Context: an optimization exercise on an open-source flow, tuned for a short achievable clock period and few clock cycles. The choices shown serve that exercise and are no tape-out recipe. The RTL was checked by simulation tests, not by an equivalence proof against the original design. Power figures rest on the tool's default switching activity, not on a simulated workload.

File: design.v
module cpu16_alu (
    input  wire        sel_add,    
    input  wire        sel_and,
    input  wire        sel_or,
    input  wire        sel_shf,
    input  wire        cin,
    input  wire [15:0] a,
    input  wire [15:0] b,
    output wire [15:0] result,
    output wire        n,
    output wire        z,
    output wire        c,
    output wire        v
);
    wire [16:0] sum = {1'b0, a} + {1'b0, b} + {16'b0, cin};
    wire [15:0] p = a ^ b;
    wire [15:0] g = a | b;
    wire        z_add = (cin == p[0]) && ((p[15:1] ^ g[14:0]) == 15'h0000);
    wire [3:0]  amt   = b[3:0];
    wire        right = b[15];
    wire [16:0] shl   = {1'b0, a} << amt;    
    wire [16:0] shr   = {a, 1'b0} >> amt;    
    wire [15:0] shf   = right ? shr[16:1] : shl[15:0];
    wire        shf_c = right ? shr[0] : shl[16];
    assign result = ({16{sel_add}} & sum[15:0]) |
                    ({16{sel_and}} & (a & b)) |
                    ({16{sel_or}}  & (a | b)) |
                    ({16{sel_shf}} & shf);
    assign n = result[15];
    assign z = sel_add ? z_add : (result == 16'h0000);
    assign c = (sel_add & sum[16]) | (sel_shf & shf_c);
    assign v = sel_add & (a[15] == b[15]) & (sum[15] != a[15]);
endmodule
module cpu16 (
    input  wire        clk,
    input  wire        rst,           
    output wire [15:0] imem_addr,
    input  wire [15:0] imem_rdata,
    output reg  [15:0] dmem_addr,
    output reg  [15:0] dmem_wdata,
    output reg         dmem_we,
    input  wire [15:0] dmem_rdata,
    input  wire [3:0]  dbg_sel,       
    output wire [15:0] dbg_rdata,
    output wire [15:0] pc_o,
    output wire [15:0] sp_o,
    output wire [15:0] ir_o,
    output wire [3:0]  flags_o,       
    output wire        halted,
    output wire        faulted
);
    localparam [3:0] OP_LOADI = 4'h0, OP_LUI  = 4'h1, OP_LOAD = 4'h2, OP_STORE = 4'h3,
                     OP_ADDI  = 4'h4, OP_ADD  = 4'h5, OP_SUB  = 4'h6, OP_AND   = 4'h7,
                     OP_OR    = 4'h8, OP_SHFT = 4'h9, OP_BEQ  = 4'hA, OP_BNE   = 4'hB,
                     OP_B     = 4'hC, OP_CALL = 4'hD, OP_RET  = 4'hE, OP_HALT  = 4'hF;
    reg [15:0] regs [0:15];
    reg [15:0] sp;
    reg        flag_n, flag_z, flag_c, flag_v;
    reg        faulted_r;
    reg [15:0] pc_f;
    reg [15:0] ras [0:15];    
    reg [3:0]  ras_p;         
    reg [15:0] ir_e;          
    reg [15:0] pcp1_e;        
    reg        ff_e;
    reg        e_loadi, e_lui, e_load, e_store, e_addi, e_add, e_sub, e_and,
               e_or, e_shf, e_call, e_ret, e_halt;
    reg [15:0] ra_oh, rb_oh, rd_oh;
    reg [15:0] base_oh;       
    wire [15:0] imm4_e = {{12{ir_e[3]}}, ir_e[3:0]};
    reg  [15:0] xa, xb, xd, xbas;
    integer k;
    always @(*) begin
        xa   = 16'h0000;
        xb   = 16'h0000;
        xd   = 16'h0000;
        xbas = 16'h0000;
        for (k = 0; k < 16; k = k + 1) begin
            xa   = xa   | ({16{ra_oh[k]}}   & regs[k]);
            xb   = xb   | ({16{rb_oh[k]}}   & regs[k]);
            xd   = xd   | ({16{rd_oh[k]}}   & regs[k]);
            xbas = xbas | ({16{base_oh[k]}} & regs[k]);
        end
    end
    wire        e_alu = e_addi | e_add | e_sub | e_and | e_or | e_shf;
    wire [15:0] alu_result;
    wire        alu_n, alu_z, alu_c, alu_v;
    cpu16_alu u_alu (
        .sel_add (e_addi | e_add | e_sub),
        .sel_and (e_and),
        .sel_or  (e_or),
        .sel_shf (e_shf),
        .cin     (e_sub),
        .a       (xa),
        .b       (e_addi ? imm4_e : e_sub ? ~xb : xb),
        .result  (alu_result),
        .n       (alu_n),
        .z       (alu_z),
        .c       (alu_c),
        .v       (alu_v)
    );
    wire [8:0]  ea_lo  = {1'b0, xbas[7:0]} + {1'b0, {4{ir_e[3]}}, ir_e[3:0]};
    wire [7:0]  hi_inc = xbas[15:8] + 8'd1;
    wire [7:0]  hi_dec = xbas[15:8] - 8'd1;
    wire [7:0]  ea_hi  = ir_e[3] ? (ea_lo[8] ? xbas[15:8] : hi_dec)
                                 : (ea_lo[8] ? hi_inc : xbas[15:8]);
    wire        hi_00  = (xbas[15:8] == 8'h00);
    wire        hi_ff  = (xbas[15:8] == 8'hFF);
    wire        hi_01  = (xbas[15:8] == 8'h01);
    wire        ea_ok  = ir_e[3] ? ((hi_01 & ~ea_lo[8]) | (hi_00 & ea_lo[8]))
                                 : ((hi_00 & ~ea_lo[8]) | (hi_ff & ea_lo[8]));
    wire [15:0] ea     = {ea_hi, ea_lo[7:0]};
    wire [15:0] sp_dec = sp - 16'd1;
    wire [15:0] sp_inc = sp + 16'd1;
    wire        spd_ok = (sp_dec[15:8] == 8'h00);
    wire        sp_ok  = (sp[15:8] == 8'h00);
    wire        done   = faulted_r | e_halt;
    wire        e_fault = ff_e | ((e_load | e_store) & ~ea_ok) | (e_call & ~spd_ok) |
                          (e_ret & ~sp_ok);
    wire        e_end  = done | e_fault;
    always @(*) begin
        dmem_addr  = ea;
        dmem_wdata = xa;
        if (e_call) begin
            dmem_addr  = sp_dec;
            dmem_wdata = pcp1_e;
        end else if (e_ret) begin
            dmem_addr  = sp;
        end
        dmem_we = ~faulted_r & ((e_store & ea_ok) | (e_call & spd_ok));
    end
    wire        ret_miss = ~faulted_r & e_ret & sp_ok & (dmem_rdata != pc_f);
    wire        wen     = e_loadi | e_lui | e_alu | e_load;
    wire [15:0] wb_data = e_load  ? (ea_ok ? dmem_rdata : xd) :
                          e_loadi ? {8'h00, ir_e[7:0]} :
                          e_lui   ? {ir_e[7:0], xd[7:0]} : alu_result;
    wire [15:0] w      = imem_rdata;
    wire [3:0]  op_f   = w[15:12];
    wire        f_oor  = (pc_f[15:8] != 8'h00);
    wire        call_f = (op_f == OP_CALL);
    wire        ret_f  = (op_f == OP_RET);
    wire        z_next = (~faulted_r & e_alu) ? alu_z : flag_z;
    wire        jump_f = (op_f == OP_B) | call_f |
                         ((op_f == OP_BEQ) & z_next) | ((op_f == OP_BNE) & ~z_next);
    wire [15:0] pcp1_f = pc_f + 16'd1;
    wire [8:0]  tlo    = {1'b0, pcp1_f[7:0]} + {1'b0, w[7:0]};
    wire [7:0]  thi_p  = pcp1_f[15:8] + 8'd1;
    wire [7:0]  thi_m  = pcp1_f[15:8] - 8'd1;
    wire [7:0]  thi    = w[7] ? (tlo[8] ? pcp1_f[15:8] : thi_m)
                              : (tlo[8] ? thi_p : pcp1_f[15:8]);
    wire [15:0] target_f = {thi, tlo[7:0]};
    wire [15:0] ras_top  = ras[ras_p];
    assign imem_addr = pc_f;
    integer i;
    always @(posedge clk) begin
        if (rst) begin
            for (i = 0; i < 16; i = i + 1)
                regs[i] <= 16'h0000;
            sp        <= 16'd256;
            flag_n    <= 1'b0;
            flag_z    <= 1'b0;
            flag_c    <= 1'b0;
            flag_v    <= 1'b0;
            faulted_r <= 1'b0;
            pc_f      <= 16'h0000;
            ras_p     <= 4'h0;
            ir_e      <= 16'h0000;
            pcp1_e    <= 16'h0000;
            ff_e      <= 1'b0;
            e_loadi   <= 1'b0;
            e_lui     <= 1'b0;
            e_load    <= 1'b0;
            e_store   <= 1'b0;
            e_addi    <= 1'b0;
            e_add     <= 1'b0;
            e_sub     <= 1'b0;
            e_and     <= 1'b0;
            e_or      <= 1'b0;
            e_shf     <= 1'b0;
            e_call    <= 1'b0;
            e_ret     <= 1'b0;
            e_halt    <= 1'b0;
            ra_oh     <= 16'h0000;
            rb_oh     <= 16'h0000;
            rd_oh     <= 16'h0000;
            base_oh   <= 16'h0000;
        end else if (~done) begin
            for (i = 0; i < 16; i = i + 1)
                if (wen & rd_oh[i])
                    regs[i] <= wb_data;
            if (e_alu) begin
                flag_n <= alu_n;
                flag_z <= alu_z;
                flag_c <= alu_c;
                flag_v <= alu_v;
            end
            if (e_call)
                sp <= sp_dec;
            if (e_ret & sp_ok)
                sp <= sp_inc;
            if (e_fault)
                faulted_r <= 1'b1;
            if (ret_miss) begin
                pc_f    <= dmem_rdata;
                ff_e    <= 1'b0;
                e_loadi <= 1'b0;
                e_lui   <= 1'b0;
                e_load  <= 1'b0;
                e_store <= 1'b0;
                e_addi  <= 1'b0;
                e_add   <= 1'b0;
                e_sub   <= 1'b0;
                e_and   <= 1'b0;
                e_or    <= 1'b0;
                e_shf   <= 1'b0;
                e_call  <= 1'b0;
                e_ret   <= 1'b0;
                e_halt  <= 1'b0;
            end else if (~e_end) begin
                ff_e <= f_oor;
                if (f_oor) begin
                    pcp1_e  <= pc_f;
                    e_loadi <= 1'b0;
                    e_lui   <= 1'b0;
                    e_load  <= 1'b0;
                    e_store <= 1'b0;
                    e_addi  <= 1'b0;
                    e_add   <= 1'b0;
                    e_sub   <= 1'b0;
                    e_and   <= 1'b0;
                    e_or    <= 1'b0;
                    e_shf   <= 1'b0;
                    e_call  <= 1'b0;
                    e_ret   <= 1'b0;
                    e_halt  <= 1'b0;
                end else begin
                    pc_f    <= ret_f ? ras_top : jump_f ? target_f : pcp1_f;
                    if (call_f) begin
                        ras[ras_p + 4'd1] <= pcp1_f;
                        ras_p <= ras_p + 4'd1;
                    end else if (ret_f) begin
                        ras_p <= ras_p - 4'd1;
                    end
                    ir_e    <= w;
                    pcp1_e  <= pcp1_f;
                    for (i = 0; i < 16; i = i + 1) begin
                        ra_oh[i]   <= (w[7:4] == i);
                        rb_oh[i]   <= (w[3:0] == i);
                        rd_oh[i]   <= (w[11:8] == i);
                        base_oh[i] <= ((op_f == OP_STORE) ? w[11:8] : w[7:4]) == i;
                    end
                    e_loadi <= (op_f == OP_LOADI);
                    e_lui   <= (op_f == OP_LUI);
                    e_load  <= (op_f == OP_LOAD);
                    e_store <= (op_f == OP_STORE);
                    e_addi  <= (op_f == OP_ADDI);
                    e_add   <= (op_f == OP_ADD);
                    e_sub   <= (op_f == OP_SUB);
                    e_and   <= (op_f == OP_AND);
                    e_or    <= (op_f == OP_OR);
                    e_shf   <= (op_f == OP_SHFT);
                    e_call  <= call_f;
                    e_ret   <= ret_f;
                    e_halt  <= (op_f == OP_HALT);
                end
            end
        end
    end
    assign dbg_rdata = regs[dbg_sel];
    assign pc_o      = pcp1_e;
    assign sp_o      = sp;
    assign ir_o      = ir_e;
    assign flags_o   = {flag_n, flag_z, flag_c, flag_v};
    assign halted    = e_halt;
    assign faulted   = faulted_r;
endmodule
File: config.mk
export PLATFORM = sky130hd
export DESIGN_NAME = cpu16
export DESIGN_NICKNAME = cpu16
export VERILOG_FILES = /design/flow/design.v
export SDC_FILE = /design/flow/constraint.sdc
export NUM_CORES = 4
export LEC_CHECK = 0
export ABC_CLOCK_PERIOD_IN_PS = 3000
export CAP_MARGIN = 20
export CORE_MARGIN = 2
export CORE_UTILIZATION = 40
export PLACE_DENSITY = 0.6
export SETUP_SLACK_MARGIN = 5
export SLEW_MARGIN = 20
File: constraint.sdc
create_clock -name core_clock -period 10.0 [get_ports {clk}]
set_input_delay 2.0000 -clock core_clock [delete_from_list [all_inputs] [get_ports {clk}]]
set_output_delay 2.0000 -clock core_clock [all_outputs]
set_load 0.01 [all_outputs]
File: run.sh
#!/bin/bash
# synth_recipe.tcl (not shown) runs the flow's synth.tcl, then flattens the netlist and writes it again
# the make line also repeats each setting of config.mk as NAME=value (left out here)
make -C /OpenROAD-flow-scripts/flow DESIGN_CONFIG=/design/flow/config.mk WORK_HOME=/design/flow/orfs CLKGATE_MAP_FILE= SYNTH_SCRIPT=/design/flow/synth_recipe.tcl finish
==> metrics.csv, run 1 <==
metric,value,unit
status,"complete, but fails checks",
violations,"capacitance limit, slew limit",
worstSetupPathType,flop to output pin,
cts_tree,built,
power_density,195,nW/µm²
hold_class,flop to flop,
clock_latency,690,ps
synth_nets,4238,
cts_sinks,667,
startpoint_type,flop,
grt_pass1_wl,279,mm
final_max_slew_viol_count,19,
routabilityCongestion,1.04,
synthCells,4133,
chipWidth,315,µm
wl_met1,75.0,mm
seq_area,16000,µm²
drive_gt1_share,25.5,%
async_reset_ff_share,0,%
synth_top_cells_by_count,"nor2_1 (497), dfxtp_1 (411), clkbuf_1 (321), a22oi_1 (271), a211oi_1 (266)",
wire_per_inst,35.7,µm
syn_area,38700,µm²
multi_input_area,23300,µm²
routed_wl,204,mm
fmax,151,MHz
grt_max_degree,218,
period_needed,6630,ps
die_y,315,µm
dr_wl_met3,28.0,mm
antenna_found_initial,6,
initial_core_util,40.2,%
ctsRootBufferMaster,clkbuf_16,
via_per_inst,7.13,
dp_hpwl,124,mm
ys_seq_area_share,41.1,%
portBuffers,156,
drt_iter0_drc,8300,
combPwrFrac,36.5,%
num_rows,114,
grt_remaining_overflow,0,
synth_edf_count,256,
drc,0,
worst_pin_slew,1600,ps
cp_max_fo,9,
whs,464,ps
finalClockSkew,40.7,ps
endpoint_kind,output pin,
yosysTopAreaCell,dfxtp_1,
netlist.area_leader.share,21.2,%
first_pass_iters,22,
yosys_warnings,2,
p_sw,0.00381,W
clkPwrFrac,29.8,%
grt_pass1_vias,37303,
power.internal,0.00602,W
seq_power_share,33.7,%
swShare,38.7,%
final_hold_viol_count,0,
ant_nets,0,
dieArea,99300,µm²
ys_ff_latch,667,
cts_buffer_depth,3,
max_slew_margin,-6.90,%
cts_made_buffers,76,
ys_types,96,
maxCapViolCount,1,
critPathArrivalTime,4630,ps
routed-wl-met2,82.9,mm
setup_violations,0,
timing.setup.tns,0,ps
top_layer_used,met5,
vias,40855,
coreArea,96300,µm²
area_growth,30.1,%
syn_area_per_cell,9.37,µm²
track_usage,38.8,%
required,8000,ps
final_nets,4497,
fillers,8479,
rsz0062_at_grt,true,
ys.flop_type,dfxtp_1,
synth.most_common_cell,nor2_1,
synth.area.top_cells,"dfxtp_1 (21%), edfxtp_1 (20%), a22oi_1 (5.3%)",
ir_worst_vdd,0.000252,V
rrSetupSlack,4420,ps
fin_crit_sh,66.3,%
p_leak,17.4,nW
clk_transition_reported_paths,60,ps
cts_max_level,3,
io_pins,157,
## metrics by stage
step | util (%) | total power (W) | setup WS [ps] | area (µm²) | instances
after floorplan | - | 0.00476 | 4530 | 39500 | 4133
after global placement | 43.2 | 0.00576 | 2690 | 41600 | 5273
after detailed placement | 43.2 | 0.00577 | 2670 | 41600 | 5273
after CTS | 49.6 | 0.00898 | 3590 | 47700 | 5629
after global routing | 52.3 | 0.0101 | 3340 | 50400 | 5730
final | 52.3 | 0.00983 | 3370 | 50400 | 5732
## final cells by class
| cell class | instances | area share [%] |
|---|---|---|
| Tap cell | 1276 | 3.17 |
| Clock inverter | 41 | 1.00 |
| Sequential cell | 667 | 31.7 |
| Antenna cell | 2 | 0.00994 |
| Inverter | 80 | 0.681 |
| Multi-Input combinational cell | 2977 | 46.3 |
| Clock buffer | 99 | 4.21 |
| Timing Repair Buffer | 590 | 12.9 |
## worst paths after layout
check        startpoint             to  cells after the start
min reg2reg     ir_e[8]        ir_e[8]                      2
max reg2reg  base_oh[6]        pc_f[8]                     24
max          base_oh[6]  dmem_addr[13]                     16
min             ir_e[8]        ir_e[8]                      2
## cell families (layout without fill, tap and decap cells)
logic type	Yosys count	in the layout	share of synthesized area (%)
AOI/OAI and AO/OA	1426	1429	27.3
and+or+nand+nor	1184	1190	14.2
DFF	667	667	41.1
buffers and inverters	499	810	5.34
muxes	165	166	7.00
xor gates and xnor gates	125	125	2.83
adders and majority gates	67	67	2.24
other	0	2	0
## power by group through the flow
stage | clock [W] | sequential [W] | combinational, W
2_1_floorplan | 0 | 0.00320 | 0.00156
5_1_grt | 0.00307 | 0.00332 | 0.00368
3_3_place_gp | 0 | 0.00334 | 0.00242
3_5_place_dp | 0 | 0.00334 | 0.00243
6_report | 0.00293 | 0.00331 | 0.00359
4_1_cts | 0.00295 | 0.00329 | 0.00274
## worst max-delay path: stages (launching register included)
cell,delay (ps)
dfxtp_2,330
buf_12,150
buf_4,150
a22o_1,220
a221oi_1,260
nand4_1,540
ha_1,530
inv_1,90
o21bai_2,190
a21o_2,230
nand4_1,160
or3_1,350
o21ai_1,110
xnor2_1,200
mux2i_1,120
o21ai_1,120
buf_2,170
## metal layers
layer | vias to the layer above | global-route usage, %
met3 | 1134 | 13.6
met1 | 19650 | 49.7
met5 | - | 0.435
met2 | 3531 | 54.7
met4 | 12 | 26.0
li1 | 16528 | -
## flip-flops by register name, summed over array words and instances, names as in the netlist, 4 cells and up, named ones only
| name | cells |
|---|---|
| pc_f | 16 |
| ras | 256 |
| ir_e | 16 |
| rb_oh | 16 |
| base_oh | 16 |
| ra_oh | 16 |
| rd_oh | 16 |
| pcp1_e | 16 |
| sp | 16 |
| ras_p | 4 |
| regs | 256 |
## cell usage in the layout (no fill, tap or decap), types with 100 or more instances in the layout
| cell type | instances |
|---|---|
| buf_12 | 100 |
| clkdlybuf4s50_1 | 109 |
| nand2_1 | 189 |
| a211oi_1 | 221 |
| buf_4 | 258 |
| a21oi_1 | 159 |
| dfxtp_1 | 391 |
| nor2_1 | 478 |
| a221oi_1 | 144 |
| edfxtp_1 | 256 |
| a22o_1 | 187 |
| a22oi_1 | 258 |
## what timing repair did
item | in CTS | in global routing
pin swaps | 143 | 136
resized for setup | 491 | 314
hold buffers | 0 | 0
endpoints found under the setup margin | 683 | 660
hold endpoints to repair | 0 | 0
buffers inserted | 209 | 85
cloned | 7 | 16
Testbench counts, summed over its fixed seeds: cycles 61,232.
==> run 2: changes to the inputs <==
--- a/config.mk
+++ b/config.mk
@@ -7,3 +7,2 @@
 export LEC_CHECK = 0
-export ABC_CLOCK_PERIOD_IN_PS = 3000
 export CAP_MARGIN = 20
@@ -12,3 +11,2 @@
 export PLACE_DENSITY = 0.6
-export SETUP_SLACK_MARGIN = 5
 export SLEW_MARGIN = 20
==> metrics.csv, run 2 <==
metric,value,unit,change
status,"complete, no violations",,
hold_class,flop to flop,,
yosysTopAreaCell,dfxtp_1,,
synthCells,4133,,unchanged
grt_max_degree,207,,-5.0%
final_area,43800,µm²,-13%
fin_crit_sh,86.0,%,+20 points
hp-start,ra_oh[0],,
clock_latency,690,ps,about the same
initial_core_util,40.2,%,unchanged
routed_wl,191,mm,-6.8%
fmax,116,MHz,-23%
chipWidth,315,µm,unchanged
whs,453,ps,-10.4 ps
final_cells,5424,,-5.4%
drive_gt1_share,10.2,%,-15 points
ys.flop_type,dfxtp_1,,
clk_transition_reported_paths,60,ps,about the same
syn_area,38700,µm²,unchanged
reg_top3,"ras: 256 flops, regs: 256 flops",,
period_needed,8600,ps,+1980 ps
p_leak,14.5,nW,-17%
netlist.area_leader.share,21.2,%,unchanged
grt_remaining_overflow,0,,unchanged
num_rows,114,,unchanged
fillers,9153,,+7.9%
final_nets,4190,,-6.8%
synth_nets,4238,,unchanged
r2r-end,ras[15][12],,
drt_iter0_drc,7898,,-4.8%
vias,38707,,-5.3%
grt_pass1_vias,35441,,-5.0%
routabilityCongestion,1.05,,+0.95%
ys_ff_latch,667,,unchanged
synth.most_common_cell,nor2_1,,
min_path_cells,2,,unchanged
final_max_slew_viol_count,0,,-19
ir_worst_vdd,0.000211,V,-16%
synth_top_cells_by_count,"nor2_1 (497), dfxtp_1 (411), clkbuf_1 (321), a22oi_1 (271), a211oi_1 (266)",,
portBuffers,156,,unchanged
timing.setup.tns,0,ps,unchanged
cts_tree,built,,
cts_max_level,3,,unchanged
yosys_warnings,2,,unchanged
cp_max_fo,54,,+45
cts_sinks,667,,unchanged
antenna_found_initial,17,,+11
dpl.cell_count,5282,,+0.17%
worst_pin_slew,1350,ps,-253 ps
max_slew_margin,9.96,%,+17 points
startpoint_type,flop,,
reg2reg_depth,19,,-21%
cts_buffer_depth,3,,unchanged
rrSetupSlack,1400,ps,-3020 ps
setup_violations,0,,unchanged
area_growth,13.1,%,
die_y,315,µm,unchanged
via_per_inst,7.14,,+0.12%
maxCapViolCount,0,,-1
ctsRootBufferMaster,clkbuf_16,,
finalClockSkew,66.0,ps,+25.2 ps
synth.area.top_cells,"dfxtp_1 (21%), edfxtp_1 (20%), a22oi_1 (5.3%)",,
place_area,41300,µm²,-0.64%
worstSetupPathType,flop to flop,,
cts.repair.resized,0,,-100%
ys_seq_area_share,41.1,%,unchanged
track_usage,37.5,%,-1.3 points
dieArea,99300,µm²,unchanged
ys_types,96,,unchanged
synth_edf_count,256,,unchanged
syn_area_per_cell,9.37,µm²,unchanged
final_common_cell,nor2_1,,
wire_per_inst,35.1,µm,-1.5%
critPathArrivalTime,8910,ps,+4280 ps
final_cell_mix,"nor2_1 (497), dfxtp_1 (409), a22oi_1 (271)",,
post_cts_buffers,0,,-100%
grt_pass1_wl,268,mm,-3.7%
io_pins,157,,unchanged
power_density,196,nW/µm²,+0.36%
cts.hold.buffers_added,0,,unchanged
ant_nets,0,,unchanged
cts_made_buffers,76,,unchanged
async_reset_ff_share,0,%,unchanged
rsz0062_at_grt,false,,
coreArea,96300,µm²,unchanged
r2r-start,base_oh[0],,
required,10310,ps,+2310 ps
final_hold_viol_count,0,,unchanged
endpoint_kind,flop,,
drc,0,,unchanged
whs_endpoint,ra_oh[0],,
dp_hpwl,123,mm,-0.74%
first_pass_iters,8,,-64%
==> run 2: cell counts after synthesis <==
Identical to the previous run, type by type.
==> run 2: routing by layer <==
| layer | global-route usage [%] | vias to the layer above | routed length, µm |
|---|---|---|---|
| li1 | - | 15870 | - |
| met1 | 47.5 | 18478 | 71000 |
| met2 | 52.6 | 3318 | 77200 |
| met3 | 15.6 | 1025 | 27200 |
| met4 | 22.7 | 16 | 15100 |
| met5 | 0.484 | - | 103 |
==> run 2: cell families (layout without fill, tap and decap cells) <==
family	count (synthesis)	after routing	synth area share (%)
other cells	0	6	0
xor+xnor	125	125	2.83
simple gates	1184	1184	14.2
flops	667	667	41.1
fa+ha+maj	67	67	2.24
compound gates	1426	1426	27.3
buf+inv	499	508	5.34
mux	165	165	7.00
==> run 2: worst max path at each step <==
stage | cells after the start | to | startpoint
2_1_floorplan | 20 | dmem_we | base_oh[6]
3_3_place_gp | 19 | ras[13][12] | base_oh[0]
3_5_place_dp | 19 | ras[15][12] | base_oh[0]
4_1_cts | 19 | ras[8][3] | base_oh[0]
5_1_grt | 19 | ras[15][14] | base_oh[0]
6_report | 19 | ras[15][12] | base_oh[0]
==> run 2: cell type report <==
| class | instances | area [µm²] | share of cell area, % |
|---|---|---|---|
| Clock buffer | 107 | 2140 | 4.88 |
| Timing Repair Buffer | 293 | 2610 | 5.95 |
| Sequential cell | 667 | 15900 | 36.4 |
| Antenna cell | 6 | 15.0 | 0.0343 |
| Tap cell | 1276 | 1600 | 3.65 |
| Clock inverter | 28 | 318 | 0.726 |
| Inverter | 80 | 307 | 0.700 |
| Multi-Input combinational cell | 2967 | 20900 | 47.7 |
==> run 2: worst max-delay path, stage by stage, from the launching register on <==
cell	delay, ps
dfxtp_1	660
a22o_1	390
a221oi_1	240
nand4_1	300
ha_1	320
fa_1	450
a21o_1	180
a21oi_1	220
o21bai_1	100
a21oi_1	240
o21bai_1	150
a21o_1	290
mux2i_1	150
o22ai_1	240
a31oi_4	380
a21oi_1	440
and2_1	890
nand2_4	580
nor4_1	1020
and3_1	890
==> run 2: metrics by stage <==
stage | total power (W) | util (%) | setup WS (ps)
after floorplan | 0.00472 | - | 4000
after global placement | 0.00574 | 42.9 | 1830
after detailed placement | 0.00575 | 42.9 | 1740
after CTS | 0.00848 | 45.5 | 1710
after global routing | 0.00883 | 45.5 | 1150
final | 0.00858 | 45.5 | 1400
==> run 2: report_power, final <==
part           switching [W]  total (W)  internal (W)  leakage (nW)
Clock                0.00123    0.00278       0.00154          1.19
Sequential          0.000268    0.00330       0.00303          5.67
Combinational        0.00171    0.00250      0.000793          7.63
==> run 3: changes to the inputs <==
--- a/config.mk
+++ b/config.mk
@@ -7,3 +7,3 @@
 export LEC_CHECK = 0
-export CAP_MARGIN = 20
+export CAP_MARGIN = 30
 export CORE_MARGIN = 2
@@ -11,2 +11,6 @@
 export PLACE_DENSITY = 0.6
-export SLEW_MARGIN = 20
+export SETUP_SLACK_MARGIN = 3
+export SLEW_MARGIN = 30
+export SYNTH_HIERARCHICAL = 1
+export SYNTH_MINIMUM_KEEP_SIZE = 0
+export TNS_END_PERCENT = 5
==> metrics.csv, run 3 <==
metric,value,unit,change
portBuffers,156,,unchanged
reg_top3,"ras: 256 flops, regs: 256 flops",,
setup_slack,2990,ps,+1590 ps
dpl.cell_count,5212,,-1.3%
final_max_slew_viol_count,0,,unchanged
clock_latency,710,ps,+20 ps
grt_remaining_overflow,0,,unchanged
startpoint_type,flop,,
track_usage,35.4,%,-2.1 points
ys_types,102,,+6.3%
ctsRootBufferMaster,clkbuf_16,,
fmax,143,MHz,+23%
cp_max_fo,17,,-69%
rsz0062_at_grt,true,,
via_per_inst,7.15,,+0.17%
dieArea,100000,µm²,+0.68%
ir_worst_vdd,0.000166,V,-21%
ys.flop_type,dfxtp_1,,
num_rows,114,,unchanged
hold_class,flop to flop,,
drt_iter0_drc,6854,,-13%
synth.area.top_cells,"dfxtp_1 (21%), edfxtp_1 (20%), a21oi_1 (5.7%)",,
slowest_delay,560,ps,-460 ps
cts_made_buffers,76,,unchanged
maxCapViolCount,0,,unchanged
cts_tree,built,,
clk_transition_reported_paths,60,ps,about the same
io_pins,157,,unchanged
yosysTopAreaCell,dfxtp_1,,
first_pass_iters,10,,+2
dp_hpwl,118,mm,-4.2%
area_growth,14.4,%,
ant_nets,0,,unchanged
grt_pass1_vias,35038,,-1.1%
p_leak,15.0,nW,+3.5%
power_density,208,nW/µm²,+6.3%
synthCells,4088,,-1.1%
wire_per_inst,33.9,µm,-3.6%
status,"complete, no violations",,
syn_area_per_cell,9.54,µm²,+1.8%
final_common_cell,a21oi_1,,
synth_top_cells_by_count,"a21oi_1 (446), dfxtp_1 (411), o21ai_0 (331), clkbuf_1 (310), edfxtp_1 (256)",,
endpoint_kind,output pin,,
final_nets,4142,,-1.1%
synth_nets,4194,,-1.0%
cts_buffer_depth,3,,unchanged
final_hold_viol_count,0,,unchanged
cp_top_family,simple AND/OR/NAND/NOR gates,,
final_cells,5377,,-0.87%
vias,38435,,-0.70%
worstSetupPathType,flop to output pin,,
syn_area,39000,µm²,+0.69%
max_slew_margin,28.0,%,+18 points
finalClockSkew,71.0,ps,+4.99 ps
ys_seq_area_share,40.8,%,-0.28 points
async_reset_ff_share,0,%,unchanged
grt_max_degree,114,,-45%
drive_gt1_share,13.4,%,+3.2 points
synth.most_common_cell,a21oi_1,,
setup_violations,0,,unchanged
cp_num_buf_inv,2,,+2
ys_ff_latch,667,,unchanged
routabilityCongestion,1.03,,-1.6%
grt_pass1_wl,259,mm,-3.4%
coreArea,96700,µm²,+0.44%
crit_path_top_delay_cell,clkdlybuf4s50_1,,
worstPathCellList,"buf_4, a22o_1, a221oi_1, nand4_1, ha_4, a21o_1, nand2_1, a32oi_4, nor4b_4, nor3b_1, a31oi_1, xnor2_1, a21oi_1, clkdlybuf4s50_1",,
routed_wl,182,mm,-4.5%
required,8000,ps,-2310 ps
fin_crit_sh,70.1,%,-16 points
final_cell_mix,"a21oi_1 (445), dfxtp_1 (385), o21ai_0 (324)",,
critPathArrivalTime,5010,ps,-3900 ps
initial_core_util,40.3,%,+0.096 points
drc,0,,unchanged
cts_sinks,667,,unchanged
cts_max_level,3,,unchanged
yosys_warnings,8,,+6
synth_edf_count,256,,unchanged
antenna_found_initial,5,,-12
pre_cts_slack,1990,ps,+240 ps
netlist.area_leader.share,21.1,%,-0.14 points
chipWidth,316,µm,+0.34%
die_y,316,µm,+0.34%
period_needed,7010,ps,-1590 ps
timing.setup.tns,0,ps,unchanged
worst_pin_slew,1070,ps,-276 ps
[run 3: changes by cell type in the layout (fill, tap and decap cells not counted), moves of 38 or more]
cell | previous run | this run
nand2_1 | 202 | 241
a21oi_1 | 210 | 445
a22oi_1 | 271 | 210
nand4_1 | 76 | 114
nor3_1 | 82 | 35
nand2b_1 | 66 | 22
a211oi_1 | 266 | 28
nor2_1 | 497 | 148
o21ai_0 | 104 | 324
[run 3: cell families after synthesis]
logic type | synth area share (%)
AOI/OAI and AO/OA | 29.2
xor gates and xnor gates | 2.42
adders and majority gates | 2.26
buffers and inverters | 5.72
DFF | 40.8
muxes | 7.87
and+or+nand+nor | 11.7
[run 3: Yosys stat by module (local to each module, per instance)]
module	flops+latches	cell area, µm²	copies in the design
cpu16	667	35600	1
cpu16_alu	0	3420	1
[run 3: worst min-delay path, stage by stage (launching register included)]
cell     delay, ps
dfxtp_1        310
nand2_1         50
a21oi_1         50
[run 3: routing by layer]
metal | wire length, µm | track usage (%) | share of wire (%) | vias up
li1 | - | - | - | 15949
met4 | 12400 | 20.0 | 6.8 | 2
met2 | 76600 | 51.2 | 42 | 3103
met5 | 20 | 0 | 0.011 | -
met3 | 22400 | 10.9 | 12 | 803
met1 | 70600 | 46.8 | 39 | 18578
[run 3: worst paths after layout]
kind	start	to	slack (ps)	depth (start not counted)
max	base_oh[7]	dmem_addr[14]	2990	14
max reg2reg	rb_oh[11]	pc_f[12]	3010	25
min reg2reg	rd_oh[11]	rd_oh[11]	450	2
min	rd_oh[11]	rd_oh[11]	450	2
[run 3: area by class of cell]
type                    instances  area, µm²
fillers                      9069      52100
multi-input cells            2905      21200
flip-flops and latches        667      16000
repair buffers                309       2790
clock buffers                 102       2130
well taps                    1276       1600
clock inverters                38        603
inverters                      77        297
diodes                          3       7.51
[run 3: through the flow]
stage                     area [µm²]  util, %  hold WS, ps  total power, W
after floorplan                39000        -          429         0.00518
after global routing           44600     46.1          466         0.00955
after global placement         41300     42.7          437         0.00611
final                          44600     46.1          452         0.00928
after detailed placement       41400     42.8          444         0.00617
after CTS                      44300     45.8          451         0.00916
[run 3: timing repair]
action / 4_1_cts / 5_1_grt
resized for setup: 22 / 36
cloned: 1 / 1
pin swaps: 9 / 12
hold buffers: 0 / 0
setup endpoints to repair: 25 / 22
endpoints found under the hold margin: 0 / 0
setup buffers: 8 / 12
[run 3: power by group]
group	switching [W]	internal (W)	total (W)
logic	0.00190	0.000962	0.00287
registers	0.000345	0.00307	0.00341
clock network	0.00127	0.00174	0.00301
==> run 4: changes to the inputs <==
==> flow/run.sh (new file) <==
#!/bin/bash
# The standard layout, except that the port buffers are plain buffers
# (sky130_fd_sc_hd__buf_4) instead of the default delay buffers, and the
# resizer may swap a cell for one of another footprint.  Every port still
# gets its buffer; synthesis, floorplan, power grid, clock tree, routing and
# the constraints are the standard ones.
set -euo pipefail
bash standard.sh "BUFFER_PORTS_ARGS=-buffer_cell sky130_fd_sc_hd__buf_4" MATCH_CELL_FOOTPRINT=0 finish > make_finish.log 2>&1
==> standard.sh (new file) <==
#!/bin/bash
# synth_recipe.tcl (not shown) runs the flow's synth.tcl, then flattens the netlist and writes it again
# the make line also repeats each setting of config.mk as NAME=value (left out here)
make -C /OpenROAD-flow-scripts/flow DESIGN_CONFIG=/design/flow/config.mk WORK_HOME=/design/flow/orfs CLKGATE_MAP_FILE= SYNTH_SCRIPT=/design/flow/synth_recipe.tcl "${@:-finish}"
--- a/config.mk
+++ b/config.mk
@@ -7,3 +7,3 @@
 export LEC_CHECK = 0
-export CAP_MARGIN = 30
+export CAP_MARGIN = 20
 export CORE_MARGIN = 2
@@ -11,4 +11,4 @@
 export PLACE_DENSITY = 0.6
-export SETUP_SLACK_MARGIN = 3
-export SLEW_MARGIN = 30
+export SETUP_SLACK_MARGIN = 5
+export SLEW_MARGIN = 20
 export SYNTH_HIERARCHICAL = 1
removed: run.sh
==> metrics.csv, run 4 <==
metric,value,unit,change
status,"complete, no violations",,
cp_num_buf_inv,2,,unchanged
yosysTopAreaCell,dfxtp_1,,
fin_crit_sh,63.8,%,-6.3 points
power_density,200,nW/µm²,-3.7%
yosys_warnings,8,,unchanged
die_y,316,µm,unchanged
antenna_found_initial,6,,+1
syn_area_per_cell,9.54,µm²,unchanged
final_max_slew_viol_count,0,,unchanged
ant_nets,0,,unchanged
cts_tree,built,,
startpoint_type,flop,,
fin_util,48.0,%,+1.9 points
dp_hpwl,116,mm,-1.0%
routabilityCongestion,1.02,,-0.97%
worst_pin_slew,1240,ps,+167 ps
max_slew_margin,17.2,%,-11 points
ys_seq_area_share,40.8,%,unchanged
grt_pass1_vias,36153,,+3.2%
finalClockSkew,79.9,ps,+8.90 ps
timing.setup.tns,0,ps,unchanged
cts_max_level,3,,unchanged
async_reset_ff_share,0,%,unchanged
grt_remaining_overflow,0,,unchanged
clock_latency,730,ps,+20 ps
hold_class,flop to flop,,
drive_gt1_share,22.1,%,+8.7 points
worstPathCellList,"buf_12, a22o_1, a221oi_2, nand4_1, ha_4, a21o_1, nand2_2, a32oi_4, or3b_4, a311oi_4, a21oi_4, a2bb2oi_2, nor2_1, buf_4",,
clk_transition_reported_paths,60,ps,about the same
required,8000,ps,about the same
portBuffers,156,,unchanged
reg_top3,"ras: 256 flops, regs: 256 flops",,
synth_nets,4194,,unchanged
final_hold_viol_count,0,,unchanged
cts_sinks,667,,unchanged
final_common_cell,a21oi_1,,
worstSetupPathType,flop to output pin,,
critPathArrivalTime,4380,ps,-630 ps
ys.flop_type,dfxtp_1,,
coreArea,96700,µm²,unchanged
grt_max_degree,113,,-0.88%
first_pass_iters,13,,+3
slowest_delay,520,ps,-40 ps
syn_area,39000,µm²,unchanged
synth_edf_count,256,,unchanged
track_usage,36.4,%,+1.0 points
wire_per_inst,34.0,µm,+0.52%
synth.most_common_cell,a21oi_1,,
p_leak,16.2,nW,+8.2%
initial_core_util,40.3,%,unchanged
final_area,46400,µm²,+4.1%
ys_ff_latch,667,,unchanged
via_per_inst,7.15,,about the same
endpoint_kind,output pin,,
cts.hold.buffers_added,0,,unchanged
ys_types,102,,unchanged
fillers,8929,,-1.5%
netlist.area_leader.share,21.1,%,unchanged
final_cell_mix,"a21oi_1 (434), buf_4 (386), dfxtp_1 (384)",,
routed_wl,188,mm,+3.3%
period_needed,6380,ps,-632 ps
cp_top_family,compound AO/OA/AOI/OAI gates,,
crit_path_top_delay_cell,nand4_1,,
drc,0,,unchanged
cp_max_fo,10,,-7
grt_pass1_wl,266,mm,+2.6%
chipWidth,316,µm,unchanged
ir_worst_vdd,0.000333,V,+100%
rsz0062_at_grt,true,,
area_growth,19.1,%,
synth.area.top_cells,"dfxtp_1 (21%), edfxtp_1 (20%), a21oi_1 (5.7%)",,
fmax,157,MHz,+9.9%
synth_top_cells_by_count,"a21oi_1 (446), dfxtp_1 (411), o21ai_0 (331), clkbuf_1 (310), edfxtp_1 (256)",,
place_area,41000,µm²,-0.98%
final_nets,4290,,+3.6%
num_rows,114,,unchanged
cts_buffer_depth,3,,unchanged
synthCells,4088,,unchanged
drt_iter0_drc,7214,,+5.3%
dieArea,100000,µm²,unchanged
ctsRootBufferMaster,clkbuf_16,,
maxCapViolCount,0,,unchanged
setup_violations,0,,unchanged
cts_made_buffers,76,,unchanged
vias,39488,,+2.7%
io_pins,157,,unchanged
[run 4: worst paths after layout]
| check | start | to | slack (ps) | depth (start not counted) |
|---|---|---|---|---|
| max | base_oh[10] | dmem_we | 3620 | 14 |
| min | ir_e[10] | ir_e[10] | 450 | 2 |
| max reg2reg | regs[0][0] | pc_f[12] | 3650 | 25 |
| min reg2reg | ir_e[10] | ir_e[10] | 450 | 2 |
[run 4: per-module statistics from Yosys (local to each module, per instance)]
module,times used,flops+latches,cell area [µm²],cells
cpu16_alu,1,0,3420,459
cpu16,1,667,35600,3629
[run 4: through the flow]
stage,total power (W),hold slack (ps),setup slack (ps),instances
CTS,0.00914,454,3730,5496
global route,0.00955,481,3550,5524
detailed placement,0.00608,446,1700,5209
finish,0.00930,454,3620,5525
floorplan,0.00520,429,4170,4088
global placement,0.00607,439,1730,5209
[run 4: cell type report]
cell class,count,area (µm²),area share (%)
multi-input cells,2905,21900,47.1
flip-flops and latches,667,16000,34.4
repair buffers,456,4070,8.77
clock buffers,109,2120,4.56
well taps,1276,1600,3.44
clock inverters,32,492,1.06
inverters,77,313,0.674
repair inverters,1,8.76,0.0189
diodes,2,5.00,0.0108
[run 4: routing by layer]
| metal | GRT usage, % | routed length (µm) |
|---|---|---|
| met1 | 47.7 | 71100 |
| met2 | 51.9 | 77100 |
| met3 | 11.2 | 24400 |
| met4 | 23.2 | 15300 |
| met5 | 0.521 | 167 |
[run 4: logic make-up after synthesis]
kind of cell / synth area share [%]
AOI/OAI and AO/OA: 29.2
and+or+nand+nor: 11.7
DFF: 40.8
buffers and inverters: 5.72
muxes: 7.87
xor gates and xnor gates: 2.42
adders and majority gates: 2.26
[run 4: power by group]
group / internal, W / switching [W] / total (W)
clock: 0.00166 / 0.00126 / 0.00291
combinational: 0.00100 / 0.00202 / 0.00302
sequential: 0.00307 / 0.000306 / 0.00337
total: 0.00572 / 0.00358 / 0.00930
[run 4: what timing repair did]
action / in CTS / in global routing
resized for setup: 236 / 60
buffers inserted: 139 / 24
setup endpoints to repair: 696 / 477
cloned: 7 / 3
pin swaps: 80 / 52
[run 4: worst reg2reg max path, cell delays in order (launching register included)]
cell,delay (ps)
dfxtp_2,360
a22o_1,240
a221oi_1,240
nand4_1,320
xnor2_2,250
o21ai_4,180
buf_4,150
fa_2,220
inv_1,70
fa_2,370
xnor2_1,130
a222oi_1,250
o221ai_1,190
or3_1,330
or4_4,410
or4_4,420
or4_4,430
o31ai_4,300
nand2b_1,140
a21oi_4,220
or3_4,200
and3_4,230
a21oi_2,50
xnor2_1,130
o211a_1,270
o32ai_2,190

## what the ideal ports hide
No port has a modelled driver above. Below, the same layouts with a new extraction and two added sets of constraints. Step 1, drivers: a clkbuf_16 drives clk and a buf_2 each remaining input, both assumed. Step 2 adds t to the input delays and takes it off the output delays; t is the mean of the earliest and latest rising clock arrival at the registers after step 1. Input paths then give back, and output paths get back, about the clock's delay inside the block. Three values: no drivers, after step 1, after step 2; two values: the first two.
run | t, ns | slack for setup (ns) | latest minus earliest clock arrival (ns) | worst slew at a driven data input, ns
run 1 | 0.742 | 3.374 / 3.299 / 3.857 | 0.041 / 0.041 | 0.13
run 2 | 0.733 | 1.397 / 1.397 / 1.397 | 0.066 / 0.066 | 0.11
run 3 | 0.744 | 2.991 / 2.925 / 3.007 | 0.072 / 0.071 | 0.10
run 4 | 0.752 | 3.623 / 3.556 / 3.647 | 0.082 / 0.081 | 0.10
